Context: an optimization exercise on an open-source flow, tuned for small area and few clock cycles. The choices shown serve that exercise and are no tape-out recipe.
Only simulation tests tie the RTL to the original design; equivalence was not proved.
No activity file was given, so power comes from the tool's default toggle rates.

File: flow/flow/run.sh
#!/bin/bash
# The standard layout (the standard.sh: ORFS with the standard synthesis),
# with two changes: the port buffers are the smallest buffer cell, and clock
# tree synthesis uses clkbuf_8 leaf clusters and inserts no dummy loads.
# ORFS's full output goes to standard_flow.log in the work folder; ORFS's own
# per-step logs stay under orfs/logs.
set -euo pipefail
export BUFFER_PORTS_ARGS="-buffer_cell sky130_fd_sc_hd__buf_1"
export CTS_ARGS="-sink_clustering_enable -repair_clock_nets -sink_clustering_size 18 -sink_clustering_max_diameter 50 -buf_list sky130_fd_sc_hd__clkbuf_8 -dont_use_dummy_load"
bash standard.sh > standard_flow.log 2>&1
File: flow/standard.sh
#!/bin/bash
# synth_recipe.tcl (not shown) runs the flow's synth.tcl, then flattens the netlist and writes it again
# the make line also repeats each setting of config.mk as NAME=value (left out here)
make -C /OpenROAD-flow-scripts/flow DESIGN_CONFIG=/design/flow/config.mk WORK_HOME=/design/flow/orfs CLKGATE_MAP_FILE= SYNTH_SCRIPT=/design/flow/synth_recipe.tcl "${@:-finish}"
File: flow/config.mk
export PLATFORM = sky130hd
export DESIGN_NAME = aisp_seq
export DESIGN_NICKNAME = aisp_seq
export VERILOG_FILES = /design/flow/design.v
export SDC_FILE = /design/flow/constraint.sdc
export NUM_CORES = 4
export LEC_CHECK = 0
export CAP_MARGIN = 20
export CORE_MARGIN = 2
export CORE_UTILIZATION = 55
export PLACE_DENSITY = 0.65
export SLEW_MARGIN = 20
File: flow/constraint.sdc
create_clock -name core_clock -period 8.0 [get_ports {clk}]
set_input_delay 1.6000 -clock core_clock [delete_from_list [all_inputs] [get_ports {clk}]]
set_output_delay 1.6000 -clock core_clock [all_outputs]
set_load 0.01 [all_outputs]
File: flow/design.v
module aisp_seq (
    input  wire        clk,
    input  wire        rst,
    input  wire        rx_valid,
    input  wire [7:0]  rx_data,
    output wire        rx_ready,
    output wire        tx_valid,
    output wire [7:0]  tx_data,
    input  wire        tx_ready,
    output wire        xfer_valid,
    output wire [31:0] xfer_data,
    input  wire        xfer_ready,
    input  wire        xfer_rvalid,
    input  wire [7:0]  xfer_rdata,
    output wire        settle_valid,
    input  wire        settle_ready,
    output wire        rst_on,
    output wire        spi_own,
    output wire        err,
    output wire        errind
);
    localparam [7:0] CRC_EOP     = 8'h20;
    localparam [7:0] STK_OK      = 8'h10;
    localparam [7:0] STK_FAILED  = 8'h11;
    localparam [7:0] STK_UNKNOWN = 8'h12;
    localparam [7:0] STK_INSYNC  = 8'h14;
    localparam [7:0] STK_NOSYNC  = 8'h15;
    localparam [7:0] TAG_FLASH   = 8'h46;
    localparam [7:0] TAG_EEPROM  = 8'h45;
    localparam TAPBITS = 3;
    localparam NTAP    = 256 >> TAPBITS;
    localparam [3:0]
        C_SIGN = 4'd0,  C_IDENT = 4'd1,  C_GETP = 4'd2,  C_SETDEV = 4'd3,
        C_SETEXT = 4'd4, C_ENTER = 4'd5, C_LEAVE = 4'd6, C_SETADDR = 4'd7,
        C_UNIV = 4'd8,  C_LOADL = 4'd9,  C_PROG = 4'd10, C_READ = 4'd11,
        C_SIGRD = 4'd12, C_UNK = 4'd13, C_PERR = 4'd14, C_PBAD = 4'd15;
    localparam [3:0]
        S_OP   = 4'd0,    
        S_PARAM= 4'd1,    
        S_PAY  = 4'd2,    
        S_EOP  = 4'd3,    
        S_P14  = 4'd5,    
        S_EXEC = 4'd6,    
        S_F11  = 4'd7,    
        S_BAD  = 4'd8,    
        S_FIN  = 4'd9,    
        S_ID   = 4'd10,   
        S_FR   = 4'd11,   
        S_ER   = 4'd12,   
        S_SG   = 4'd13,   
        S_SGT  = 4'd14;   
    localparam [1:0] E_IDLE = 2'd0, E_FW = 2'd1, E_EW = 2'd2, E_FIN = 2'd3;
    reg [3:0]  state;
    reg [1:0]  eng;
    reg [3:0]  cmd;
    reg [4:0]  cnt;
    reg        tf, te;         
    reg [15:0] pw;             
    reg [8:0]  prem;           
    reg        pend, pend_ok, pend_ph;    
    reg        pmode_r, err_r, errind_r;
    reg [15:0] addr;
    reg [8:0]  fb, eb;         
    reg [8:0]  rem;            
    reg        ph, first, bnd, aftc;
    reg [31:0] xw;             
    reg        xv, outst;
    reg        sv;
    reg        txv;
    reg [7:0]  txd;
    reg [7:0]  rdata;          
    reg        rdv;
    reg [7:0]  ring [0:255];
    reg [7:0]  hp;             
    reg [7:0]  rp;             
    reg        nbv;
    reg        blk;            
    function [7:0] ident_char;
        input [2:0] i;
        case (i)
            3'd0: ident_char = "A";
            3'd1: ident_char = "V";
            3'd2: ident_char = "R";
            3'd3: ident_char = " ";
            3'd4: ident_char = "I";
            3'd5: ident_char = "S";
            default: ident_char = "P";
        endcase
    endfunction
    function [7:0] param_value;
        input [7:0] sel;
        case (sel)
            8'h80:   param_value = 8'h02;
            8'h81:   param_value = 8'h01;
            8'h82:   param_value = 8'h12;
            8'h93:   param_value = 8'h53;
            default: param_value = 8'h00;
        endcase
    endfunction
    function [12:0] decode;
        input [7:0] op;
        case (op)
            8'h30: decode = {S_EOP,   C_SIGN,    5'd0};
            8'h31: decode = {S_EOP,   C_IDENT,   5'd0};
            8'h41: decode = {S_PARAM, C_GETP,    5'd1};
            8'h42: decode = {S_PARAM, C_SETDEV,  5'd20};
            8'h45: decode = {S_PARAM, C_SETEXT,  5'd5};
            8'h50: decode = {S_EOP,   C_ENTER,   5'd0};
            8'h51: decode = {S_EOP,   C_LEAVE,   5'd0};
            8'h55: decode = {S_PARAM, C_SETADDR, 5'd2};
            8'h56: decode = {S_PARAM, C_UNIV,    5'd4};
            8'h60: decode = {S_PARAM, C_LOADL,   5'd2};
            8'h61: decode = {S_PARAM, C_LOADL,   5'd1};
            8'h64: decode = {S_PARAM, C_PROG,    5'd3};
            8'h74: decode = {S_PARAM, C_READ,    5'd3};
            8'h75: decode = {S_EOP,   C_SIGRD,   5'd0};
            8'h20: decode = {S_BAD,   C_UNK,     5'd0};
            default: decode = {S_EOP, C_UNK,     5'd0};
        endcase
    endfunction
    wire tx_free  = !txv || tx_ready;
    wire eng_busy = (eng != E_IDLE);
    wire mok      = tx_free && !eng_busy && !pend;
    wire defer    = (cmd == C_SETADDR) && eng_busy && !pend;
    wire wr_ok   = (hp == 8'd0) && !blk;
    wire ring_wr = (state == S_PAY) && rx_valid && wr_ok;
    wire exec_fin = (state == S_EXEC) && mok &&
                    (cmd == C_SIGN || cmd == C_SETDEV || cmd == C_SETEXT ||
                     cmd == C_LEAVE || cmd == C_SETADDR || cmd == C_LOADL ||
                     cmd == C_UNK || (cmd == C_ENTER && pmode_r));
    wire fin_fin  = (state == S_FIN) && mok && !xv && !outst && !rdv;
    wire take_op  = (state == S_OP) || exec_fin || fin_fin;
    wire xw_cmd   = (cmd == C_UNIV) || (cmd == C_SETDEV);
    assign rx_ready = take_op ||
                      ((state == S_EOP) && (mok || defer)) ||
                      ((state == S_PARAM) && !(xw_cmd && eng_busy)) ||
                      ((state == S_PAY) && wr_ok);
    wire rx_fire = rx_valid && rx_ready;
    assign tx_valid     = txv;
    assign tx_data      = txd;
    assign xfer_valid   = xv;
    assign xfer_data    = xw;
    assign settle_valid = sv;
    assign rst_on       = pmode_r;
    assign spi_own      = pmode_r;
    assign err          = err_r;
    assign errind       = errind_r;
    integer k;
    always @(posedge clk) begin
        for (k = 1; k < 256; k = k + 1)
            ring[k] <= ring[k-1];
        ring[0] <= ring_wr ? rx_data : ring[255];
    end
    wire [7:0] taps [0:NTAP-1];
    genvar g;
    generate for (g = 0; g < NTAP; g = g + 1) begin : tp
        assign taps[g] = ring[g << TAPBITS];
    end endgenerate
    wire       aligned = (rp[TAPBITS-1:0] == 0);
    wire [7:0] tap     = taps[rp[7:TAPBITS]];
    wire       rd_on   = (eng == E_FW) || (eng == E_EW);
    wire       bav     = nbv || aligned;
    wire [7:0] bval    = nbv ? rdata : tap;
    wire tfree = !xv && (!outst || xfer_rvalid);
    wire efree = tfree && (!first || tx_free);
    wire ew_go = efree && !outst && (!sv || settle_ready);
    wire dresp = outst && xfer_rvalid && (state == S_FR || state == S_ER ||
                                          (state == S_FIN && cmd == C_UNIV));
    wire direct = tx_free && !rdv;    
    wire [7:0]  mask_lo = {1'b1, !fb[8], !(fb[8] | fb[7]), !(fb[8] | fb[7] | fb[6]), 4'b0000};
    wire [15:0] cpage   = {xw[23:16], xw[15:8] & mask_lo};
    wire [15:0] inc_in  = {xw[23:16], aftc ? (xw[15:8] | ~mask_lo) : xw[15:8]};
    wire [15:0] inc     = inc_in + 16'd1;
    wire [15:0] na      = first ? xw[23:8] : inc;
    wire [15:0] ld_addr = tf ? addr : {addr[14:0], 1'b0};
    wire [8:0]  bound   = (rx_data == TAG_FLASH) ? fb : eb;
    wire [12:0] dec = decode(rx_data);
    wire rz      = (rem == 9'd0);
    wire consume = bav && (((eng == E_FW) && efree && (ph || (!rz && !bnd))) ||
                           ((eng == E_EW) && ew_go && !rz));
    wire take    = rd_on && aligned && (!nbv || consume);
    wire start   = (state == S_EOP) && (cmd == C_PROG) && mok && rx_valid &&
                   (rx_data == CRC_EOP);
    wire fw_go  = (eng == E_FW) && efree;
    wire i_cmt  = fw_go && !ph && (rz || bnd);             
    wire i_40   = fw_go && !ph && !rz && !bnd && bav;      
    wire i_48   = fw_go && ph && bav;                      
    wire i_c0   = (eng == E_EW) && ew_go && !rz && bav;    
    wire rd_go  = tfree && (outst ? direct : !rdv);
    wire pwz    = (pw == 16'd0);
    wire i_20   = (state == S_FR) && rd_go && !ph && !pwz;  
    wire i_28   = (state == S_FR) && rd_go && ph;           
    wire i_a0   = (state == S_ER) && rd_go && !pwz;         
    wire exec   = (state == S_EXEC) && mok;
    wire i_ac   = exec && (cmd == C_ENTER) && !pmode_r;     
    wire i_un   = exec && (cmd == C_UNIV);                  
    wire sg_rsp = (state == S_SG) && outst && xfer_rvalid;
    wire i_30   = (exec && (cmd == C_SIGRD)) || (sg_rsp && cnt[1:0] != 2'd2);
    wire iss    = i_cmt | i_40 | i_48 | i_c0 | i_20 | i_28 | i_a0 | i_ac | i_un | i_30;
    wire [7:0]  iop = ({8{i_cmt}} & 8'h4C) | ({8{i_40}} & 8'h40) | ({8{i_48}} & 8'h48) |
                      ({8{i_c0}}  & 8'hC0) | ({8{i_20}} & 8'h20) | ({8{i_28}} & 8'h28) |
                      ({8{i_a0}}  & 8'hA0) | ({8{i_ac}} & 8'hAC) | ({8{i_30}} & 8'h30) |
                      ({8{i_un}}  & xw[31:24]);
    wire [15:0] iad = ({16{i_cmt}} & cpage) | ({16{i_40 | i_c0 | i_20 | i_a0}} & na) |
                      ({16{i_48 | i_28 | i_un}} & xw[23:8]) | ({16{i_ac}} & 16'h5300) |
                      ({16{i_30 && !exec}} & {14'd0, cnt[1:0] + 2'd1});
    wire [7:0]  idt = ({8{i_40 | i_48 | i_c0}} & bval) | ({8{i_a0}} & 8'hFF) |
                      ({8{i_un}} & xw[7:0]);
    wire xw_sh  = (state == S_PARAM) && rx_fire &&
                  (cmd == C_UNIV || (cmd == C_SETDEV && cnt > 5'd4));
    wire xw_ld  = start || exec;
    wire xw_s1  = (state == S_SG) && cnt[1:0] == 2'd2 && xv && xfer_ready;
    always @(posedge clk) begin
        if (xw_sh)
            xw <= {xw[23:0], rx_data};
        else if (iss)
            xw <= {iop, iad, idt};
        else if (xw_ld)
            xw[23:8] <= ld_addr;
        else if (xw_s1)
            xw[7:0] <= rdata;
    end
    wire p_dir  = dresp && direct;                           
    wire p_rdv  = !dresp && rdv && tx_free;                  
    wire p_pend = pend && !eng_busy && tx_free;              
    wire p_efin = (eng == E_FIN) && tx_free && !xv && (!outst || xfer_rvalid) && !sv;
    wire p_eop  = (state == S_EOP) && rx_fire && mok;
    wire p_p14  = (state == S_P14) && mok;
    wire p_f11  = (state == S_F11) && mok;
    wire p_bad  = (state == S_BAD) && mok;
    wire p_gp   = exec && (cmd == C_GETP);
    wire p_rbad = exec && (cmd == C_READ) && !tf && !te;
    wire p_id   = (state == S_ID) && mok;
    wire p_sg3  = sg_rsp && cnt[1:0] == 2'd2;                
    wire p_sgt  = (state == S_SGT) && tx_free;
    wire push   = p_dir | p_rdv | p_pend | exec_fin | fin_fin | p_efin | p_eop |
                  p_p14 | p_f11 | p_bad | p_gp | p_rbad | p_id | p_sg3 | p_sgt;
    wire eop_ok = (rx_data == CRC_EOP);
    wire k10 = ((exec_fin | fin_fin) && cmd != C_UNK) | p_efin | (p_pend & pend_ok & pend_ph);
    wire k12 = (exec_fin | fin_fin) && cmd == C_UNK;
    wire k14 = (p_eop & eop_ok) | p_p14 | (p_pend & pend_ok & !pend_ph);
    wire k15 = (p_eop & !eop_ok) | p_bad | (p_pend & !pend_ok);
    wire k11 = p_f11 | p_rbad;
    wire kc  = k10 | k11 | k12 | k14 | k15;
    wire [7:0] tnext = {3'b000, kc, 1'b0, k14 | k15, k12, k11 | k15} |
                       ({8{p_gp}} & param_value(pw[7:0])) |
                       ({8{p_id}} & ident_char(cnt[2:0])) |
                       ({8{p_dir | (sg_rsp && cnt[1:0] == 2'd0)}} & xfer_rdata) |
                       ({8{p_rdv | (p_sgt && cnt[1:0] != 2'd3)}} & rdata) |
                       ({8{p_sgt && cnt[1:0] == 2'd3}} & xw[7:0]);
    wire tload  = (push && !p_sg3) || (sg_rsp && cnt[1:0] == 2'd0);
    always @(posedge clk)
        if (tload) txd <= tnext;
    wire [9:0] left = (eng == E_EW) ? {1'b0, rem} : {rem, 1'b0};
    wire [7:0] rpn  = rp + 8'd2 - {7'd0, take};
    always @(posedge clk) begin
        rp  <= rp + 8'd1 - {7'd0, take};
        if (rd_on) begin
            if (take && !(consume && !nbv))
                rdata <= tap;
        end else if (xfer_rvalid)
            rdata <= xfer_rdata;
        if (rd_on) begin
            if (take) nbv <= nbv || !consume;
            else if (consume) nbv <= 1'b0;
        end else
            nbv <= 1'b0;
        if (state == S_PARAM)
            hp <= 8'd0;
        else if (!ring_wr)
            hp <= hp + 8'd1;
        if (start)
            rp <= hp + pw[7:0];
        blk <= eng_busy && (left > {2'd0, rpn});
    end
    always @(posedge clk) begin
        if (rst) begin
            state    <= S_OP;
            eng      <= E_IDLE;
            pend     <= 1'b0;
            pmode_r  <= 1'b0;
            err_r    <= 1'b0;
            errind_r <= 1'b0;
            xv       <= 1'b0;
            outst    <= 1'b0;
            sv       <= 1'b0;
            txv      <= 1'b0;
            rdv      <= 1'b0;
        end else begin
            errind_r <= 1'b0;
            if (tx_ready) txv <= 1'b0;
            if (push) txv <= 1'b1;
            if (xv && xfer_ready) begin xv <= 1'b0; outst <= 1'b1; end
            if (iss) xv <= 1'b1;
            if (outst && xfer_rvalid) outst <= 1'b0;
            if (sv && settle_ready) sv <= 1'b0;
            if (dresp) begin
                if (!direct) rdv <= 1'b1;
            end else if (rdv && tx_free) begin
                rdv <= 1'b0;
            end
            if (pend && !eng_busy && tx_free) begin
                if (!pend_ok) begin
                    err_r <= 1'b1; pend <= 1'b0;
                end else if (!pend_ph) begin
                    pend_ph <= 1'b1;
                end else begin
                    pend <= 1'b0;
                end
            end
            case (eng)
            E_FW: if (efree) begin
                if (!ph) begin
                    if (rz) begin
                        eng <= E_FIN;
                    end else if (bnd) begin
                        bnd <= 1'b0; aftc <= 1'b1;
                    end else if (bav) begin
                        ph <= 1'b1; first <= 1'b0; aftc <= 1'b0;
                    end
                end else if (bav) begin
                    ph <= 1'b0;
                    if (!(pend && pend_ok)) addr <= inc;
                    rem <= rem - 9'd1;
                    bnd <= &(xw[15:8] | mask_lo);
                end
            end
            E_EW: if (ew_go) begin
                if (rz)
                    eng <= E_FIN;
                else if (bav) begin
                    rem <= rem - 9'd1; first <= 1'b0;
                end
            end else if (outst && xfer_rvalid)
                sv <= 1'b1;
            E_FIN: if (tx_free && !xv && (!outst || xfer_rvalid) && !sv) begin
                eng <= E_IDLE;
            end
            default: ;
            endcase
            case (state)
            S_PARAM: if (rx_fire) begin
                if (!((cmd == C_PROG || cmd == C_READ) && cnt == 5'd1))
                    pw <= {pw[7:0], rx_data};
                cnt <= cnt - 5'd1;
                prem <= pw[8:0];
                tf <= (rx_data == TAG_FLASH);
                te <= (rx_data == TAG_EEPROM);
                if (cnt == 5'd1) begin
                    if (cmd == C_LOADL)
                        state <= S_P14;
                    else if (cmd == C_PROG) begin
                        if (rx_data != TAG_FLASH && rx_data != TAG_EEPROM) begin
                            cmd <= C_PBAD; state <= S_F11;
                        end else if (pw > {7'd0, bound}) begin
                            cmd <= C_PERR; state <= S_F11;
                        end else if (pw == 16'd0)
                            state <= S_EOP;
                        else
                            state <= S_PAY;
                    end else
                        state <= S_EOP;
                end
            end
            S_PAY: if (rx_fire) begin
                prem <= prem - 9'd1;
                if (prem == 9'd1) state <= S_EOP;
            end
            S_EOP: if (rx_fire) begin
                if (mok) begin
                    if (rx_data != CRC_EOP) begin
                        err_r <= 1'b1; state <= S_OP;
                    end else begin
                        state <= (cmd == C_PROG) ? S_OP : S_EXEC;
                    end
                end else begin
                    pend <= 1'b1; pend_ph <= 1'b0;
                    pend_ok <= (rx_data == CRC_EOP);
                    if (rx_data == CRC_EOP) addr <= {pw[7:0], pw[15:8]};
                    state <= S_OP;
                end
            end
            S_P14: if (mok) begin
                state <= S_EXEC;
            end
            S_F11: if (mok) begin
                state <= S_OP;
                if (cmd == C_PERR) err_r <= 1'b1;
            end
            S_BAD: if (mok) begin
                state <= S_OP;
                err_r <= 1'b1;
            end
            S_EXEC: if (mok) begin
                first <= 1'b1;
                ph    <= 1'b0;
                aftc  <= 1'b0;
                cnt   <= 5'd0;
                pw    <= tf ? {1'b0, pw[15:1]} : pw;
                case (cmd)
                    C_SIGN:    err_r <= 1'b0;
                    C_LEAVE:   begin err_r <= 1'b0; pmode_r <= 1'b0; end
                    C_SETADDR: addr <= {pw[7:0], pw[15:8]};
                    C_SETDEV:  begin
                        fb <= (xw[31:16] > 16'd256) ? 9'd256 : xw[24:16];
                        eb <= (xw[15:0]  > 16'd256) ? 9'd256 : xw[8:0];
                    end
                    C_ENTER: if (pmode_r)
                        errind_r <= 1'b1;
                    else begin
                        pmode_r <= 1'b1;
                        state <= S_FIN;
                    end
                    C_IDENT: state <= S_ID;
                    C_GETP: begin
                        state <= S_FIN;
                    end
                    C_UNIV: begin
                        state <= S_FIN;
                    end
                    C_SIGRD: begin
                        state <= S_SG;
                    end
                    C_READ: begin
                        if (tf)
                            state <= S_FR;
                        else if (te)
                            state <= S_ER;
                        else
                            state <= S_OP;
                    end
                    default: ;
                endcase
            end
            S_ID: if (mok) begin
                cnt <= cnt + 5'd1;
                if (cnt[2:0] == 3'd6) state <= S_FIN;
            end
            S_FR: if (tfree && (outst ? direct : !rdv)) begin
                if (!ph) begin
                    if (pw == 16'd0)
                        state <= S_FIN;
                    else begin
                        ph <= 1'b1; first <= 1'b0;
                    end
                end else begin
                    ph <= 1'b0;
                    addr <= inc;
                    pw <= pw - 16'd1;
                end
            end
            S_ER: if (tfree && (outst ? direct : !rdv)) begin
                if (pw == 16'd0)
                    state <= S_FIN;
                else begin
                    pw <= pw - 16'd1; first <= 1'b0;
                end
            end
            S_SG: begin
                if (outst && xfer_rvalid) begin
                    cnt <= cnt + 5'd1;
                    if (cnt[1:0] == 2'd2)
                        state <= S_SGT;
                end
            end
            S_SGT: if (tx_free) begin
                cnt <= cnt + 5'd1;
                if (cnt[1:0] != 2'd3)
                    state <= S_FIN;
            end
            default: ;
            endcase
            if (start) begin
                eng   <= tf ? E_FW : E_EW;
                rem   <= tf ? pw[9:1] : pw[8:0];
                first <= 1'b1;
                ph    <= 1'b0;
                bnd   <= 1'b0;
                aftc  <= 1'b0;
            end
            if (take_op && rx_valid) begin
                {state, cmd, cnt} <= dec;
            end else if (take_op) begin
                state <= S_OP;
            end
        end
    end
endmodule
==> results by group, run 1 <==
Status
  – Status: no timing/DRC/antenna violations

Synth
  – Yosys Warn Count: 2
  – EDFF count, synth: about 130
  – Yosys cell types: 84
  – Adder-cell area share of the yosys netlist: 1.44%
  – Asr flop ratio synth: 0%
  – Flip-flop and latch count after synthesis: 2,214
  – Mapped Cells: between 3,000 and 4,000
  – Syn nets: 3,976
  – Syn avg cell area: 14.4 sq um
  – Mux cell area share after synthesis: 1.52%
  – Fraction of the yosys area taken by sequential cells: 81.4%
  – Simple-gate portion of the synthesized area: 5.71%
  – Post-Synth XOR/XNOR Area: 1.01%
  – Syn Std Cell Area: roughly 56,000 sq um
  – Prevailing post-synth register cell: dfxtp_1
  – Main combinational cell family by area after synthesis: compound AO/OA/AOI/OAI gates
  – Compound-Gate Fraction of Synth Area: 7.51%

Timing
  – Setup TNS: 0 ns
  – Slew Limit Fails: 0
  – Hold violation total from the final report: 0
  – Final Cycle Share: 65.3%
  – Final min period: ~5.2 ns
  – Hold Slack: 0.266 ns
  – Skew final: around 0.075 ns
  – Worst-Margin Slew: 1.08 ns
  – FMAX: 0.191 GHz
  – Unrepaired setup endpoints after global routing: no
  – Slew HR: 27.8%
  – Final setup vio count: 0

Clocking
  – # Post-CTS Setup Buffers: 0
  – CTS resizes: 0
  – Root Driver: clkbuf_8
  – Worst-path clk slew: 0.10 ns
  – H-tree Lvls: 4
  – TritonCTS buffer count: around 160
  – Clk buf depth: 3
  – # hold bufs at CTS: 0
  – CTS sink cnt: 2,214
  – CTS tree: done
  – Worst skew pair latency: 0.85 ns

Die
  – IO Pins: 71
  – Die area: 105,000 sq um
  – Die width: ~320 um
  – Row count: 117
  – Die height: 323 um
  – Core area: around 100,000 sq um
  – Initial Util: 55.3%

Global routing
  – Initial antenna violation count: 6
  – Vias in the first global route: 27,300
  – GRT overflow: 0
  – First-pass GRT wire length: 168 mm
  – Gr usage total: 21.6%
  – Largest net degree at the start of global routing: 54

Setup path
  – Critical Path RT: roughly 6.4 ns
  – Worst setup EP type: output pin
  – Top delay family on crit path: simple AND/OR/NAND/NOR gates
  – CP max FO: 31
  – Worst setup SP type: flop
  – CP bufs+invs: 2
  – Critical Path Most Common Cell: nand2_1
  – Worst path slowest cell: nor4_1
  – Worst path arrival time: 3.63 ns
  – Critical path type: reg -> out
  – CP cell instances: buf_4 > nand2_1 > nor4_1 > a31oi_1 > nand2_1 > or2_2 > buf_1
  – Slowest stage delay, CP: 0.71 ns

Route
  – Post-route ant nets: 0
  – Vias: between 20,000 and 30,000
  – Detailed router's first-iteration violation count: 2,281
  – Via density: roughly 5.2
  – DR DRC count: 0
  – Avg WL per Cell: 21.0 um
  – Drt total wl: 113 mm
  – Detailed Routing Iterations Pass 1: 6

Finish
  – Util after Layout: 59.4%
  – Syn-to-layout area delta: 7.34%
  – Final #Nets: 4,111
  – Share of cells above drive strength 1: just over 7%
  – Most frequent cells in the layout: dfxtp_1, clkbuf_8, nor2_1
  – Most common cell after layout, fill and taps aside: dfxtp_1

Pwr
  – Int Power: ~14 mW
  – Sequential fraction of design power: 61.3%
  – Comb power frac: 12.7%
  – Net Switching: 4.98 mW
  – Sw Share: between 20% and 30%
  – Overall power: 18.8 mW
  – Leakage: 23.1 nW
  – P per Cell Area: 311 nW/um^2
  – Clk pwr share: 26.0%
  – Worst vdd ir: 0.000251 V

Job
  – Max Cap Violations: 0

Min path
  – Hold WC Path Type: reg -> reg

Place
  – I/O Buffers: 70
  – Routability cong.: 0.960
  – Final HPWL DP: 74.1 mm
-- metal layers --
metal | part of all wire, % | track usage, % | vias to the layer above
li1 | - | - | 13500
met1 | 48 | 31.5 | 13700
met2 | 43 | 32.2 | 825
met3 | 5.4 | 3.49 | 259
met4 | 3.7 | 9.14 | 6
met5 | 0.032 | 0 | -
-- power groups by stage --
stage / clock (mW) / sequential, mW / combinational [mW]
6_report: 4.87 / 11.5 / 2.38
5_1_grt: 5.42 / 11.5 / 2.55
4_1_cts: 5.04 / 11.5 / 2.39
3_5_place_dp: 0 / 11.8 / 2.38
3_3_place_gp: 0 / 11.8 / 2.40
2_1_floorplan: 0 / 11.6 / 1.37
-- state kept, by name (all words and copies together), names as in the netlist, 9 cells and up --
signal  cells
ring     2048
eb          9
prem        9
rem         9
xw         32
addr       16
pw         16
fb          9
-- cells by family after synthesis --
group,Yosys count
AOI/OAI and AO/OA,607
DFF,2214
and+or+nand+nor,645
muxes,81
adders and majority gates,64
xor gates and xnor gates,65
buffers and inverters,213
-- Yosys cell counts (35+ instances only) --
| master | count | share of area (%) |
|---|---|---|
| clkbuf_1 | 123 | 0.82 |
| edfxtp_1 | 133 | 7.1 |
| xnor2_1 | 35 | 0.55 |
| a21oi_1 | 151 | 1.3 |
| nand2_1 | 154 | 1.0 |
| ha_1 | 63 | 1.4 |
| a22oi_1 | 48 | 0.64 |
| o21ai_0 | 104 | 0.93 |
| nor3_1 | 43 | 0.38 |
| nor2_1 | 160 | 1.1 |
| nand3_1 | 70 | 0.62 |
| mux2i_1 | 48 | 0.86 |
| inv_1 | 62 | 0.41 |
| nor4_1 | 35 | 0.39 |
| dfxtp_1 | 2081 | 74 |
-- per-stage QoR --
| step | cells | area, sq um | setup WS [ns] |
|---|---|---|---|
| finish | 5395 | 60200 | 2.77 |
| global route | 5392 | 60200 | 2.60 |
| CTS | 5390 | 60200 | 2.80 |
| detailed placement | 5229 | 58000 | 2.45 |
| global placement | 5229 | 58000 | 2.00 |
| floorplan | 3889 | 56100 | 3.04 |
-- cell type report --
type                            instances  area, sq um
Fill cell                            7982        41200
Tap cell                             1368         1710
Sequential cell                      2214        45700
Antenna cell                            5         12.5
Multi-Input combinational cell       1462         9740
Timing Repair Buffer                  123          661
Clock buffer                          161         2220
Inverter                               62          233
-- worst register-to-register path, stage by stage, from the launching register on --
cell and delay, ns:
edfxtp_1 0.70, or4_1 0.79, or4_1 0.69, o2111a_1 0.37
or4_4 0.59, or3_1 0.71, nor2_1 0.20, a41oi_1 0.06
mux2_2 0.32
-- worst paths after layout --
| kind | end | start | slack [ns] | cells after the start |
|---|---|---|---|---|
| worst max-delay path | rx_ready | state[3] | 2.77 | 7 |
| worst min-delay path | ring[19][5] | ring[18][5] | 0.27 | 0 |
| worst max register to register | xw[4] | pw[3] | 3.32 | 8 |
| worst min register to register | ring[19][5] | ring[18][5] | 0.27 | 0 |
Testbench counts, summed over its fixed seeds: cycles 181,264.
==> run 2, diff against run 1 <==
--- a/flow/design.v
+++ b/flow/design.v
@@ -175,7 +175,7 @@
     wire [15:0] ld_addr = tf ? addr : {addr[14:0], 1'b0};
     wire [8:0]  bound   = (rx_data == TAG_FLASH) ? fb : eb;
     wire [12:0] dec = decode(rx_data);
-    wire rz      = (rem == 9'd0);
+    wire rz      = (rem[8:1] == 8'd0) && (!rem[0] || eng == E_FW);
     wire consume = bav && (((eng == E_FW) && efree && (ph || (!rz && !bnd))) ||
                            ((eng == E_EW) && ew_go && !rz));
     wire take    = rd_on && aligned && (!nbv || consume);
@@ -187,7 +187,7 @@
     wire i_48   = fw_go && ph && bav;                      
     wire i_c0   = (eng == E_EW) && ew_go && !rz && bav;    
     wire rd_go  = tfree && (outst ? direct : !rdv);
-    wire pwz    = (pw == 16'd0);
+    wire pwz    = (pw[15:1] == 15'd0) && (!pw[0] || state == S_FR);
     wire i_20   = (state == S_FR) && rd_go && !ph && !pwz;  
     wire i_28   = (state == S_FR) && rd_go && ph;           
     wire i_a0   = (state == S_ER) && rd_go && !pwz;         
@@ -251,7 +251,7 @@
     wire tload  = (push && !p_sg3) || (sg_rsp && cnt[1:0] == 2'd0);
     always @(posedge clk)
         if (tload) txd <= tnext;
-    wire [9:0] left = (eng == E_EW) ? {1'b0, rem} : {rem, 1'b0};
+    wire [9:0] left = {1'b0, rem};
     wire [7:0] rpn  = rp + 8'd2 - {7'd0, take};
     always @(posedge clk) begin
         rp  <= rp + 8'd1 - {7'd0, take};
@@ -317,6 +317,7 @@
                         bnd <= 1'b0; aftc <= 1'b1;
                     end else if (bav) begin
                         ph <= 1'b1; first <= 1'b0; aftc <= 1'b0;
+                        rem <= rem - 9'd1;
                     end
                 end else if (bav) begin
                     ph <= 1'b0;
@@ -396,7 +397,6 @@
                 ph    <= 1'b0;
                 aftc  <= 1'b0;
                 cnt   <= 5'd0;
-                pw    <= tf ? {1'b0, pw[15:1]} : pw;
                 case (cmd)
                     C_SIGN:    err_r <= 1'b0;
                     C_LEAVE:   begin err_r <= 1'b0; pmode_r <= 1'b0; end
@@ -438,10 +438,11 @@
             end
             S_FR: if (tfree && (outst ? direct : !rdv)) begin
                 if (!ph) begin
-                    if (pw == 16'd0)
+                    if (pwz)
                         state <= S_FIN;
                     else begin
                         ph <= 1'b1; first <= 1'b0;
+                        pw <= pw - 16'd1;
                     end
                 end else begin
                     ph <= 1'b0;
@@ -450,7 +451,7 @@
                 end
             end
             S_ER: if (tfree && (outst ? direct : !rdv)) begin
-                if (pw == 16'd0)
+                if (pwz)
                     state <= S_FIN;
                 else begin
                     pw <= pw - 16'd1; first <= 1'b0;
@@ -472,7 +473,7 @@
             endcase
             if (start) begin
                 eng   <= tf ? E_FW : E_EW;
-                rem   <= tf ? pw[9:1] : pw[8:0];
+                rem   <= pw[8:0];
                 first <= 1'b1;
                 ph    <= 1'b0;
                 bnd   <= 1'b0;
==> run 2 against run 1 <==
Effect of this change: cell area down 0.11%; utilization fell by 0.063 points; register-to-register slack gained 0.21 ns; first-iteration DRC count grew 11%; synthesized cell count is 0.93% lower; non-clock buffer count up 5; maximum frequency decreased by 11%; largest power group unchanged; highest routed layer unchanged.
==> results by group, run 2 <==
Synth
  – Fraction of the yosys area taken by sequential cells: between 80% and 90%
  – Yosys Warn Count: 2
  – Synth area leader: dfxtp_1
  – EDFF count, synth: 133
  – Yosys cell types: 91
  – Prevailing post-synth register cell: dfxtp_1
  – Most frequent cells after synthesis: dfxtp_1, nor2_1, nand2_1
  – Syn nets: around 4,000
  – Syn Std Cell Area: 56,000 sq um
  – Mapped Cells: 3,853
  – Syn avg cell area: 14.5 sq um
  – Asr flop ratio synth: 0%
  – Flip-flop and latch count after synthesis: 2,214
  – Synth top area cells: dfxtp_1, edfxtp_1, ha_1
  – Top cell type's share of synthesized area: 74.4%
  – Most common cell in the netlist: dfxtp_1

Clocking
  – CTS tree: done
  – Worst-path clk slew: ~0.10 ns
  – TritonCTS buffer count: 161
  – Root Driver: clkbuf_8
  – # Post-CTS Setup Buffers: 0
  – Clk buf depth: 3
  – CTS sink cnt: 2,214
  – # hold bufs at CTS: 0
  – Worst skew pair latency: 0.85 ns
  – H-tree Lvls: 4
  – CTS resizes: 0

Global routing
  – First-pass GRT wire length: about 170 mm
  – GRT overflow: 0
  – Gr usage total: a little under a quarter
  – Largest net degree at the start of global routing: 49
  – Initial antenna violation count: 12
  – Vias in the first global route: 27,400

Timing
  – Slew Limit Fails: 0
  – Slew HR: 28.0%
  – Worst-Margin Slew: ~1.1 ns
  – Setup TNS: 0 ns
  – Hold Slack: roughly 0.27 ns
  – Hold violation total from the final report: 0
  – Final setup vio count: 0
  – Unrepaired setup endpoints after global routing: no
  – Final Cycle Share: 73.6%
  – Worst setup margin: 2.11 ns
  – FMAX: 0.170 GHz
  – Final min period: ~5.9 ns
  – Skew final: just over 0.08 ns

Pwr
  – Leakage: 23.0 nW
  – Overall power: about 19 mW
  – P per Cell Area: 312 nW/um^2
  – Worst vdd ir: 0.000218 V

Setup path
  – Worst Reg-to-Reg Cells: 7
  – RR Endpoint: xw[13]
  – Critical path type: in -> reg
  – Worst setup EP type: flop
  – Worst setup SP type: primary input
  – Critical Path RT: 8.46 ns
  – CP max FO: 10
  – Reg2reg start: state[0]
  – Worst path arrival time: 6.34 ns
  – FF-to-FF setup slack: 3.53 ns

Finish
  – Most common cell after layout, fill and taps aside: dfxtp_1
  – Fill cells: 7,863
  – Top flop regs: ring x2048, xw x32
  – Seq. cell area: 45,700 sq um
  – Area of the multi-input gates: 9630 sq um
  – Most flop-heavy register: ring
  – Largest register FFs: 2,048
  – Share of cells above drive strength 1: 7.39%
  – Syn-to-layout area delta: 7.43%
  – Final #Nets: 4,093
  – Most frequent cells in the layout: dfxtp_1, nor2_1, clkbuf_8

Place
  – Routability cong.: 0.953
  – Dpl ws: between 1 and 1.5 ns
  – I/O Buffers: 70
  – Final HPWL DP: 77.6 mm

Min path
  – Hold WC Path Type: reg -> reg
  – Worst Hold End: ring[253][6]
  – Hold path depth: 0
  – Hold path start: ring[252][6]

Die
  – Row count: 117
  – Die width: 323 um
  – Die height: 323 um
  – Initial Util: 55.2%
  – Core area: 101,000 sq um
  – IO Pins: 71
  – Die area: 104,000 sq um

Route
  – Drt total wl: 117 mm
  – Detailed router's first-iteration violation count: 2,538
  – Post-route ant nets: 0
  – Vias: between 20,000 and 30,000
  – Avg WL per Cell: 21.8 um
  – Detailed Routing Iterations Pass 1: 6
  – DR DRC count: 0
  – Via density: 5.29

Status
  – Status: no timing/DRC/antenna violations

Job
  – Max Cap Violations: 0
[run 2: power by group]
group	switching, mW	total, mW	internal (mW)	leakage (nW)
Clock	3.08	4.88	1.80	1.16
Combinational	1.72	2.43	0.703	3.88
Sequential	0.139	11.5	11.3	18.0
[run 2: kinds of logic after synthesis]
family	Yosys count	share of synthesized area (%)
AOI/OAI and AO/OA	585	7.45
xor gates and xnor gates	57	0.891
adders and majority gates	65	1.46
buffers and inverters	203	1.41
DFF	2214	81.5
muxes	53	1.01
and+or+nand+nor	676	6.26
[run 2: worst max path at each step]
stage               startpoint     end  cells after the start
finish              rx_data[6]  cmd[0]                     10
global route        rx_data[6]  cmd[2]                     11
CTS                 rx_data[6]  cmd[0]                     10
detailed placement  rx_data[6]  cmd[1]                     11
global placement    rx_data[3]  cmd[1]                     12
floorplan           rx_data[6]  cmd[0]                     12
[run 2: layout make-up]
type / instances / share of cell area [%]
flip-flops and latches: 2214 / 75.9
multi-input cells: 1436 / 16.0
clock buffers: 161 / 3.68
repair buffers: 128 / 1.16
diodes: 7 / 0.0291
well taps: 1368 / 2.84
inverters: 65 / 0.405
[run 2: worst max-delay path, stage by stage]
cell and delay (ns):
buf_1 0.37, nor4b_1 0.90, nand4_1 0.95, mux2_2 0.59, ha_1 0.27, and4_1 0.19
mux2_2 0.26, a31o_2 0.28, a21o_1 0.19, o41ai_1 0.73
[run 2: through the flow]
step           cell area (sq um)  utilization [%]  instances
2_1_floorplan              56000                -       3853
3_3_place_gp               57900             57.1       5211
3_5_place_dp               57900             57.1       5211
4_1_cts                    60100             59.3       5372
5_1_grt                    60200             59.3       5376
6_report                   60200             59.3       5379
[run 2: routing by layer]
metal | track usage [%] | wire length, um
met1 | 34.4 | 57400
met2 | 31.0 | 47400
met3 | 5.37 | 9080
met4 | 7.93 | 3390
met5 | 0 | 8
Testbench counts of run 2, summed over its fixed seeds: cycles 181,264.
==> run 3, diff against run 2 <==
--- a/flow/config.mk
+++ b/flow/config.mk
@@ -7,6 +7,6 @@
 export LEC_CHECK = 0
 export CAP_MARGIN = 20
 export CORE_MARGIN = 2
-export CORE_UTILIZATION = 55
-export PLACE_DENSITY = 0.65
+export CORE_UTILIZATION = 66
+export PLACE_DENSITY = 0.76
 export SLEW_MARGIN = 20
==> run 3 against run 2 <==
Effect of this change: maximum frequency barely moved; sequential share of layout area rose by 0.59 points; critical path depth rose by 1; final cell count fell by 4.6%; utilization rose by 12 points; via count rose by 2.4%; combinational power fell by 4%; die area fell by 16%; first-iteration DRC count rose by 15%; wire length rose by 0.16%; clock skew rose by 0.0038 ns.
==> results by group, run 3 <==
Status
  – Status: no timing/DRC/antenna violations

Die
  – Die area: 87,200 sq um
  – Die width: between 200 and 300 um
  – Core area: 83,800 sq um
  – Die height: 295 um
  – Initial Util: 66.8%
  – IO Pins: 71
  – Row count: 106

Timing
  – Slew Limit Fails: 0
  – Hold Slack: 0.279 ns
  – Slew HR: 17.9%
  – Final Cycle Share: 73.6%
  – Final min period: 5.89 ns
  – Final setup vio count: 0
  – Worst setup margin: between 2 and 2.5 ns
  – Skew final: 0.0869 ns
  – Setup TNS: 0 ns
  – FMAX: 0.170 GHz
  – Unrepaired setup endpoints after global routing: no
  – Hold violation total from the final report: 0
  – Worst-Margin Slew: between 1 and 1.5 ns

Clocking
  – Worst skew pair latency: between 0.8 and 0.9 ns
  – # Post-CTS Setup Buffers: 0
  – CTS tree: done
  – # hold bufs at CTS: 0
  – Root Driver: clkbuf_8
  – TritonCTS buffer count: 153
  – CTS sink cnt: 2,214
  – Clk buf depth: 3
  – Worst-path clk slew: 0.10 ns
  – CTS resizes: 0
  – H-tree Lvls: 4

Setup path
  – CP cell instances: buf_1 > nor4b_1 > nand4_1 > mux2i_1 > ha_1 > and3_1 > nand3_1 > mux2_2 > a31o_2 > a21o_1 > o41ai_1
  – Slowest stage delay, CP: around 0.93 ns
  – Worst setup EP type: flop
  – Worst path slowest cell: nand4_1
  – Critical path type: in -> reg
  – Top delay family on crit path: simple AND/OR/NAND/NOR gates
  – CP bufs+invs: 1
  – Critical Path RT: 8.44 ns
  – CP max FO: 10
  – Worst path arrival time: roughly 6.3 ns
  – Worst setup SP type: primary input

Finish
  – Top flop regs: ring x2048, xw x32
  – Share of cells above drive strength 1: approximately 7%
  – Largest register FFs: 2,048
  – Util after Layout: 71.2%
  – Final #Nets: about 4,000
  – Syn-to-layout area delta: 6.60%
  – Fill cells: 5,476
  – Most common cell after layout, fill and taps aside: dfxtp_1
  – Most flop-heavy register: ring
  – Most frequent cells in the layout: dfxtp_1, nor2_1, clkbuf_8

Global routing
  – Gr usage total: 27.2%
  – First-pass GRT wire length: 175 mm
  – Vias in the first global route: 28,500
  – GRT overflow: 0
  – Initial antenna violation count: 6
  – Largest net degree at the start of global routing: 41

Route
  – Detailed router's first-iteration violation count: 2,924
  – Post-route ant nets: 0
  – Drt total wl: 117 mm
  – DR DRC count: 0
  – Via density: 5.67
  – Detailed Routing Iterations Pass 1: 9
  – Avg WL per Cell: 22.9 um
  – Vias: 29,100

Synth
  – Syn nets: 3,940
  – Synth area leader: dfxtp_1
  – Prevailing post-synth register cell: dfxtp_1
  – Most frequent cells after synthesis: dfxtp_1, nor2_1, nand2_1
  – Yosys cell types: 91
  – Top cell type's share of synthesized area: 74.4%
  – Synth top area cells: dfxtp_1, edfxtp_1, ha_1
  – Most common cell in the netlist: dfxtp_1
  – Syn Std Cell Area: 56,000 sq um
  – Asr flop ratio synth: 0%
  – Yosys Warn Count: 2
  – Fraction of the yosys area taken by sequential cells: 81.5%
  – EDFF count, synth: 133
  – Syn avg cell area: 14.5 sq um
  – Flip-flop and latch count after synthesis: 2,214
  – Mapped Cells: around 3,900

Place
  – Dpl ws: 1.42 ns
  – I/O Buffers: 70
  – Final HPWL DP: 78.2 mm
  – Routability cong.: 0.987

Pwr
  – Leakage: 23.0 nW
  – Worst vdd ir: ~0.00023 V
  – P per Cell Area: ~310 nW/um^2

Job
  – Max Cap Violations: 0

Min path
  – Hold WC Path Type: reg -> reg
-- run 3: worst paths after layout --
path                startpoint           end  slack, ns  cells after the start
setup / recovery    rx_data[6]        cmd[1]       2.11                     11
hold / removal    ring[201][7]  ring[202][7]       0.28                      0
setup reg to reg         rp[6]         xw[2]       3.65                     11
hold reg to reg   ring[201][7]  ring[202][7]       0.28                      0
-- run 3: power by group --
group / leakage, nW / total (mW) / switching [mW] / internal, mW
Clock: 1.10 / 4.78 / 3.06 / 1.72
Combinational: 3.86 / 2.34 / 1.65 / 0.692
Sequential: 18.0 / 11.5 / 0.175 / 11.3
-- run 3: final cells by class --
class / count / area (sq um) / share of cell area (%)
multi-input cells: 1436 / 9600 / 16.1
inverters: 65 / 244 / 0.409
clock buffers: 153 / 2110 / 3.53
repair buffers: 124 / 668 / 1.12
diodes: 3 / 7.51 / 0.0126
flip-flops and latches: 2214 / 45700 / 76.5
well taps: 1134 / 1420 / 2.38
-- run 3: stage by stage --
step / std cells / area [sq um] / total power [mW]
after floorplan: 3853 / 56000 / 13.0
after global placement: 4973 / 57600 / 14.0
after detailed placement: 4973 / 57600 / 14.0
after CTS: 5126 / 59700 / 18.7
after global routing: 5128 / 59700 / 19.3
final: 5129 / 59700 / 18.6
-- run 3: logic make-up after synthesis --
logic type | share of synthesized area (%)
fa+ha+maj | 1.46
compound gates | 7.45
xor+xnor | 0.891
flops | 81.5
simple gates | 6.26
mux | 1.01
buf+inv | 1.41
-- run 3: layer usage --
layer / GRT usage [%] / part of all wire (%)
met4: 10.5 / 3.3
met3: 5.79 / 7.9
met5: 0 / 0.011
met2: 39.8 / 43
met1: 40.0 / 46
-- run 3: worst reg2reg max path, delay by kind of cell, from the launching register on --
family / cells / cell delay, ns
compound gates: 5 / 1.56
buf+inv: 4 / 1.36
simple gates: 1 / 0.50
flops: 1 / 0.41
fa+ha+maj: 1 / 0.40
==> run 4, diff against run 3 <==
--- a/flow/config.mk
+++ b/flow/config.mk
@@ -7,6 +7,6 @@
 export LEC_CHECK = 0
 export CAP_MARGIN = 20
 export CORE_MARGIN = 2
-export CORE_UTILIZATION = 66
-export PLACE_DENSITY = 0.76
+export CORE_UTILIZATION = 62
+export PLACE_DENSITY = 0.72
 export SLEW_MARGIN = 20
==> run 4 against run 3 <==
Effect of this change: still clean on timing, DRC and antenna; hold slack worse by 0.039 ns; count of clock-buffer cells in the layout rose by 2; global-route usage down 2.6 points; cell area rose by 0.12%; clock skew rose by 0.041 ns; synthesized area stayed put; critical path type unchanged; largest power group unchanged.
==> results by group, run 4 <==
Status
  – Status: no timing/DRC/antenna violations

Pwr
  – Worst vdd ir: 0.000240 V
  – Net Switching: 4.87 mW
  – P per Cell Area: 311 nW/um^2
  – Sw Share: 26.2%
  – Overall power: 18.6 mW
  – Int Power: 13.7 mW
  – Leakage: 23.0 nW
  – Comb power frac: 12.4%
  – Sequential fraction of design power: 61.8%
  – Clk pwr share: 25.8%

Route
  – Detailed Routing Iterations Pass 1: 8
  – Avg WL per Cell: 22.2 um
  – Via density: 5.51
  – DR DRC count: 0
  – Vias: 28,500
  – Drt total wl: between 100 and 150 mm
  – Post-route ant nets: 0
  – Detailed router's first-iteration violation count: 2,866

Finish
  – Syn-to-layout area delta: 6.72%
  – Most flop-heavy register: ring
  – Most common cell after layout, fill and taps aside: dfxtp_1
  – Top flop regs: ring x2048, xw x32
  – Final #Nets: around 4,000
  – Largest register FFs: 2,048
  – Most frequent cells in the layout: dfxtp_1, nor2_1, clkbuf_8
  – Share of cells above drive strength 1: 7.04%
  – Non-Filler Instances: between 5,000 and 6,000

Synth
  – Most frequent cells after synthesis: dfxtp_1, nor2_1, nand2_1
  – Syn nets: 3,940
  – Most common cell in the netlist: dfxtp_1
  – Mapped Cells: between 3,000 and 4,000
  – Yosys Warn Count: 2
  – Yosys cell types: 91
  – Prevailing post-synth register cell: dfxtp_1
  – Fraction of the yosys area taken by sequential cells: 81.5%
  – Asr flop ratio synth: 0%
  – Syn Std Cell Area: 56,000 sq um
  – Synth top area cells: dfxtp_1, edfxtp_1, ha_1
  – EDFF count, synth: about 130
  – Top cell type's share of synthesized area: 74.4%
  – Synth area leader: dfxtp_1
  – Syn avg cell area: 14.5 sq um
  – Flip-flop and latch count after synthesis: ~2,200

Setup path
  – Critical path type: in -> reg
  – Slowest stage delay, CP: 0.93 ns
  – Critical Path RT: 8.47 ns
  – FF-to-FF setup slack: between 3 and 4 ns
  – Worst path arrival time: 6.26 ns
  – Worst setup EP type: flop
  – Worst path slowest cell: nand4_1
  – Worst setup SP type: primary input
  – Top delay family on crit path: simple AND/OR/NAND/NOR gates
  – Reg2reg start: state[0]
  – CP bufs+invs: 1
  – Worst Reg-to-Reg Cells: 7
  – RR Endpoint: xw[14]
  – CP max FO: 10
  – CP cell instances: buf_1 > nor4b_1 > nand4_1 > mux2i_1 > ha_1 > and3_1 > nand3_1 > mux2_2 > a31o_2 > a21o_1 > o41ai_1

Place
  – Final HPWL DP: 76.1 mm
  – Routability cong.: 0.993
  – Dpl ws: 1.46 ns
  – I/O Buffers: 70
  – DP Cell Count: 5,012

Global routing
  – Largest net degree at the start of global routing: 46
  – Initial antenna violation count: 6
  – GRT overflow: 0
  – Vias in the first global route: between 20,000 and 30,000
  – Gr usage total: 24.7%
  – First-pass GRT wire length: between 150 and 200 mm

Clocking
  – Root Driver: clkbuf_8
  – H-tree Lvls: 4
  – # Post-CTS Setup Buffers: 0
  – # hold bufs at CTS: 0
  – CTS tree: done
  – Worst skew pair latency: between 0.8 and 0.9 ns
  – TritonCTS buffer count: between 150 and 200
  – Clk buf depth: 3
  – CTS sink cnt: 2,214
  – CTS resizes: 0
  – Worst-path clk slew: around 0.10 ns

Timing
  – Hold Slack: about 0.24 ns
  – Final Cycle Share: approximately 72%
  – Setup TNS: 0 ns
  – FMAX: 0.173 GHz
  – Final min period: 5.79 ns
  – Final setup vio count: 0
  – Skew final: 0.128 ns
  – Hold violation total from the final report: 0
  – Worst setup margin: 2.21 ns
  – Slew HR: about 27%
  – Slew Limit Fails: 0
  – Unrepaired setup endpoints after global routing: no
  – Worst-Margin Slew: 1.09 ns

Min path
  – Hold path start: ring[210][6]
  – Hold WC Path Type: reg -> reg
  – Worst Hold End: ring[211][6]
  – Hold path depth: 0

Die
  – Row count: 110
  – IO Pins: 71
  – Die width: 305 um
  – Initial Util: 62.4%
  – Die height: 305 um
  – Die area: 92,800 sq um
  – Core area: 89,700 sq um

Job
  – Max Cap Violations: 0
==> run 4: worst max-delay path by stage <==
| stage | startpoint | endpoint | slack [ns] | cells after the start |
|---|---|---|---|---|
| floorplan | rx_data[6] | cmd[0] | 2.82 | 12 |
| global placement | rx_data[3] | cmd[0] | 1.62 | 12 |
| detailed placement | rx_data[3] | cmd[1] | 1.46 | 11 |
| CTS | rx_data[3] | cmd[3] | 2.38 | 11 |
| global route | rx_data[6] | cmd[3] | 2.05 | 11 |
| finish | rx_data[6] | cmd[3] | 2.21 | 11 |
==> run 4: stage by stage <==
| step | instance area (sq um) | util (%) |
|---|---|---|
| finish | 59800 | 66.6 |
| global route | 59800 | 66.6 |
| CTS | 59800 | 66.6 |
| detailed placement | 57600 | 64.2 |
| global placement | 57600 | 64.2 |
| floorplan | 56000 | - |
==> run 4: metal layers <==
metal	global-route usage (%)	share of wire (%)	vias to the layer above
met3	5.32	7.6	214
met1	37.6	48	13800
met4	8.38	2.7	2
li1	-	-	13400
met5	0	0.011	-
met2	34.9	42	1050
==> run 4: kinds of logic (layout without fill, tap and decap cells) <==
group	Yosys count	in the layout	share of synthesized area [%]
flip-flops	2214	2214	81.5
adder cells (fa/ha/maj)	65	65	1.46
buffers and inverters	203	341	1.41
XOR/XNOR	57	57	0.891
multiplexers	53	53	1.01
other	0	5	0
AO/OA/AOI/OAI	585	585	7.45
AND/OR/NAND/NOR	676	676	6.26
==> run 4: worst reg2reg max path, cell delays in order, from the launching register on <==
cell and delay (ns):
dfxtp_1 0.51, buf_4 0.31, nand4bb_1 0.54, nor3_1 0.59, and2_1 0.82, a211o_1 0.27, or3_1 0.38, or3_1 0.68
==> run 4: area by class of cell <==
| type | count | area, sq um |
|---|---|---|
| Inverter | 65 | 244 |
| Clock buffer | 155 | 2130 |
| Tap cell | 1176 | 1470 |
| Timing Repair Buffer | 121 | 646 |
| Fill cell | 6290 | 30000 |
| Multi-Input combinational cell | 1436 | 9610 |
| Sequential cell | 2214 | 45700 |
| Antenna cell | 5 | 12.5 |
==> run 4: power by group through the flow <==
| stage | clock network (mW) | registers [mW] | logic [mW] |
|---|---|---|---|
| after floorplan | 0 | 11.6 | 1.39 |
| after global placement | 0 | 11.7 | 2.25 |
| after detailed placement | 0 | 11.8 | 2.27 |
| after CTS | 4.91 | 11.5 | 2.28 |
| after global routing | 5.30 | 11.5 | 2.48 |
| final | 4.80 | 11.5 | 2.30 |
==> run 5, diff against run 4 <==
--- a/flow/flow/run.sh
+++ b/flow/flow/run.sh
@@ -6,5 +6,5 @@
 # per-step logs stay under orfs/logs.
 set -euo pipefail
 export BUFFER_PORTS_ARGS="-buffer_cell sky130_fd_sc_hd__buf_1"
-export CTS_ARGS="-sink_clustering_enable -repair_clock_nets -sink_clustering_size 18 -sink_clustering_max_diameter 50 -buf_list sky130_fd_sc_hd__clkbuf_8 -dont_use_dummy_load"
+export CTS_ARGS="-sink_clustering_enable -repair_clock_nets -sink_clustering_size 20 -sink_clustering_max_diameter 50 -buf_list sky130_fd_sc_hd__clkbuf_8 -dont_use_dummy_load"
 bash standard.sh > standard_flow.log 2>&1
==> run 5 against run 4 <==
Effect of this change: still clean; first-iteration DRC count shrank 1.6%; register-to-register slack gained 0.06 ns; critical path depth grew 1; synthesized cell count is the same; global-route usage shrank 0.078 points; largest cell class unchanged; largest power group unchanged.
==> results by group, run 5 <==
Finish
  – Share of cells above drive strength 1: 6.83%
  – Final #Nets: 4,071
  – Area of the multi-input gates: 9610 sq um
  – Syn-to-layout area delta: 6.51%
  – Most frequent cells in the layout: dfxtp_1, nor2_1, nand2_1
  – Seq. cell area: 45,700 sq um
  – Largest register FFs: 2,048
  – Most flop-heavy register: ring
  – Non-Filler Instances: about 5,200
  – Fill cells: 6,308
  – Top flop regs: ring x2048, xw x32
  – Most common cell after layout, fill and taps aside: dfxtp_1

Setup path
  – Worst path arrival time: roughly 6.3 ns
  – CP bufs+invs: 2
  – Worst path slowest cell: nand4_1
  – Top delay family on crit path: simple AND/OR/NAND/NOR gates
  – Worst setup SP type: primary input
  – Critical path type: in -> reg
  – CP cell instances: buf_1 > buf_4 > nor4b_1 > nand4_1 > mux2i_1 > ha_1 > and3_1 > nand3_1 > mux2_2 > a31o_2 > a21o_1 > o41ai_1
  – Slowest stage delay, CP: 0.91 ns
  – CP max FO: 10
  – Critical Path RT: approximately 8.4 ns
  – Reg2reg start: state[0]
  – RR Endpoint: xw[14]
  – FF-to-FF setup slack: 3.59 ns
  – Worst Reg-to-Reg Cells: 7
  – Worst setup EP type: flop

Route
  – Vias: 28,400
  – Detailed Routing Iterations Pass 1: 6
  – Top layer used by detailed routing: met5
  – Metal2 WL: 47.5 mm
  – DR DRC count: 0
  – Detailed router's first-iteration violation count: 2,821
  – Via density: roughly 5.5
  – Post-route ant nets: 0
  – Drt total wl: approximately 110 mm
  – Met3 WL: about 8.7 mm
  – Avg WL per Cell: 22.2 um
  – Wl on met1: approximately 55 mm

Min path
  – Hold path depth: 0
  – Worst Hold End: ring[252][7]
  – Hold path start: ring[251][7]
  – Hold WC Path Type: reg -> reg

Synth
  – Flip-flop and latch count after synthesis: 2,214
  – Synth area leader: dfxtp_1
  – Most frequent cells after synthesis: dfxtp_1, nor2_1, nand2_1
  – Asr flop ratio synth: 0%
  – Syn Std Cell Area: 56,000 sq um
  – Synth top area cells: dfxtp_1, edfxtp_1, ha_1
  – Yosys cell types: between 90 and 100
  – Most common cell in the netlist: dfxtp_1
  – Syn avg cell area: between 10 and 15 sq um
  – Mapped Cells: 3,853
  – Syn nets: about 3,900
  – Fraction of the yosys area taken by sequential cells: around four fifths
  – Yosys Warn Count: 2
  – Prevailing post-synth register cell: dfxtp_1
  – EDFF count, synth: 133
  – Top cell type's share of synthesized area: about three quarters

Timing
  – FMAX: 0.171 GHz
  – Hold violation total from the final report: 0
  – Final setup vio count: 0
  – Unrepaired setup endpoints after global routing: no
  – Final Cycle Share: about three quarters
  – Slew HR: 27.0%
  – Slew Limit Fails: 0
  – Worst-Margin Slew: between 1 and 1.5 ns
  – Setup TNS: 0 ns
  – Final min period: 5.86 ns
  – Skew final: 0.134 ns

Die
  – IO Pins: 71
  – Die area: 92,800 sq um
  – Die width: 305 um
  – Die height: 305 um
  – Core area: 89,700 sq um
  – Row count: 110
  – Initial Util: between 60% and 70%

Global routing
  – Gr usage total: between 20 and 25%
  – First-pass GRT wire length: 169 mm
  – Vias in the first global route: 27,200
  – Largest net degree at the start of global routing: 46
  – Initial antenna violation count: 7
  – GRT overflow: 0

Clocking
  – Root Driver: clkbuf_8
  – Clk buf depth: 3
  – CTS tree: done
  – Worst-path clk slew: about 0.11 ns
  – H-tree Lvls: 4
  – # Post-CTS Setup Buffers: 0
  – CTS resizes: 0
  – CTS sink cnt: 2,214
  – TritonCTS buffer count: 146
  – Worst skew pair latency: 0.88 ns
  – # hold bufs at CTS: 0

Job
  – Max Cap Violations: 0

Pwr
  – Overall power: 18.5 mW
  – P per Cell Area: 310 nW/um^2
  – Worst vdd ir: 0.000237 V
  – Leakage: ~23 nW

Place
  – I/O Buffers: 70
  – Final HPWL DP: between 70 and 80 mm
  – DP Cell Count: around 5,000
  – Routability cong.: 0.993

Status
  – Status: no timing/DRC/antenna violations
[run 5: cell counts after synthesis]
No cell type changed its count.
[run 5: worst max-delay path by stage]
stage	startpoint	end	slack, ns	cells past startpoint
finish	rx_data[3]	cmd[3]	2.14	12
global route	rx_data[6]	cmd[3]	1.97	11
CTS	rx_data[3]	cmd[3]	2.30	12
detailed placement	rx_data[3]	cmd[1]	1.46	11
global placement	rx_data[3]	cmd[0]	1.62	12
floorplan	rx_data[6]	cmd[0]	2.82	12
[run 5: cell families (layout without fill, tap and decap cells)]
| logic type | Yosys count | after routing | share of synthesized area [%] |
|---|---|---|---|
| flip-flops | 2214 | 2214 | 81.5 |
| AND/OR/NAND/NOR | 676 | 676 | 6.26 |
| AO/OA/AOI/OAI | 585 | 585 | 7.45 |
| buffers and inverters | 203 | 332 | 1.41 |
| adder cells (fa/ha/maj) | 65 | 65 | 1.46 |
| XOR/XNOR | 57 | 57 | 0.891 |
| multiplexers | 53 | 53 | 1.01 |
| other | 0 | 6 | 0 |
[run 5: final cells by class]
type | count | area share (%)
Tap cell | 1176 | 2.47
Multi-Input combinational cell | 1436 | 16.1
Inverter | 65 | 0.409
Timing Repair Buffer | 121 | 1.08
Antenna cell | 6 | 0.0252
Sequential cell | 2214 | 76.5
Clock buffer | 146 | 3.37
[run 5: metal layers]
layer	track usage, %	vias up
met5	0	-
met4	9.01	2
met3	5.16	231
met2	34.7	1022
met1	37.4	13800
li1	-	13400
[run 5: power breakdown]
group / total [mW] / internal [mW] / switching, mW / leakage [nW]
Sequential: 11.5 / 11.3 / 0.189 / 18.0
Combinational: 2.30 / 0.675 / 1.63 / 3.84
Clock: 4.67 / 1.64 / 3.03 / 1.05
Total: 18.5 / 13.6 / 4.84 / 22.9
[run 5: per-stage QoR]
stage / instance area [sq um] / worst slack, ns / utilization [%] / hold slack, ns
global route: 59600 / 1.97 / 66.5 / 0.238
finish: 59700 / 2.14 / 66.5 / 0.242
floorplan: 56000 / 2.82 / - / 0.310
global placement: 57600 / 1.62 / 64.2 / 0.310
detailed placement: 57600 / 1.46 / 64.2 / 0.312
CTS: 59600 / 2.30 / 66.5 / 0.248

[what the ideal ports hide]
The flow's constraints put no driver on any port. The routed layouts listed below were extracted and timed again, unchanged, in two steps.
Step 1 (the two cells are an assumption about what drives the block):
set clk [get_ports {clk}]
set_driving_cell -lib_cell sky130_fd_sc_hd__clkbuf_16 $clk
set_driving_cell -lib_cell sky130_fd_sc_hd__buf_2 [delete_from_list [all_inputs] $clk]
Step 2, shift: input delay + t, output delay - t, t = (earliest + latest rising clock arrival at the registers) / 2. This alone moves slack from input paths to output paths.
Slacks: ideal ports / drivers / drivers and shift; pairs: ideal ports / drivers.
run | t (ns) | setup WS [ns] | slew at the worst register clock pin (ns)
run 1 | 0.872 | 2.772 / 2.710 / 2.386 | 0.10 / 0.10
run 2 | 0.870 | 2.114 / 2.073 / 1.203 | 0.10 / 0.10
run 3 | 0.861 | 2.111 / 2.128 / 1.267 | 0.11 / 0.11
run 4 | 0.873 | 2.211 / 2.210 / 1.337 | 0.11 / 0.11
run 5 | 0.871 | 2.138 / 2.142 / 1.271 | 0.12 / 0.12
After both steps setup and hold are still met in every run listed. For run 2, which loses most, drivers alone change the setup slack by -0.041 ns; drivers and shift together by -0.911 ns.
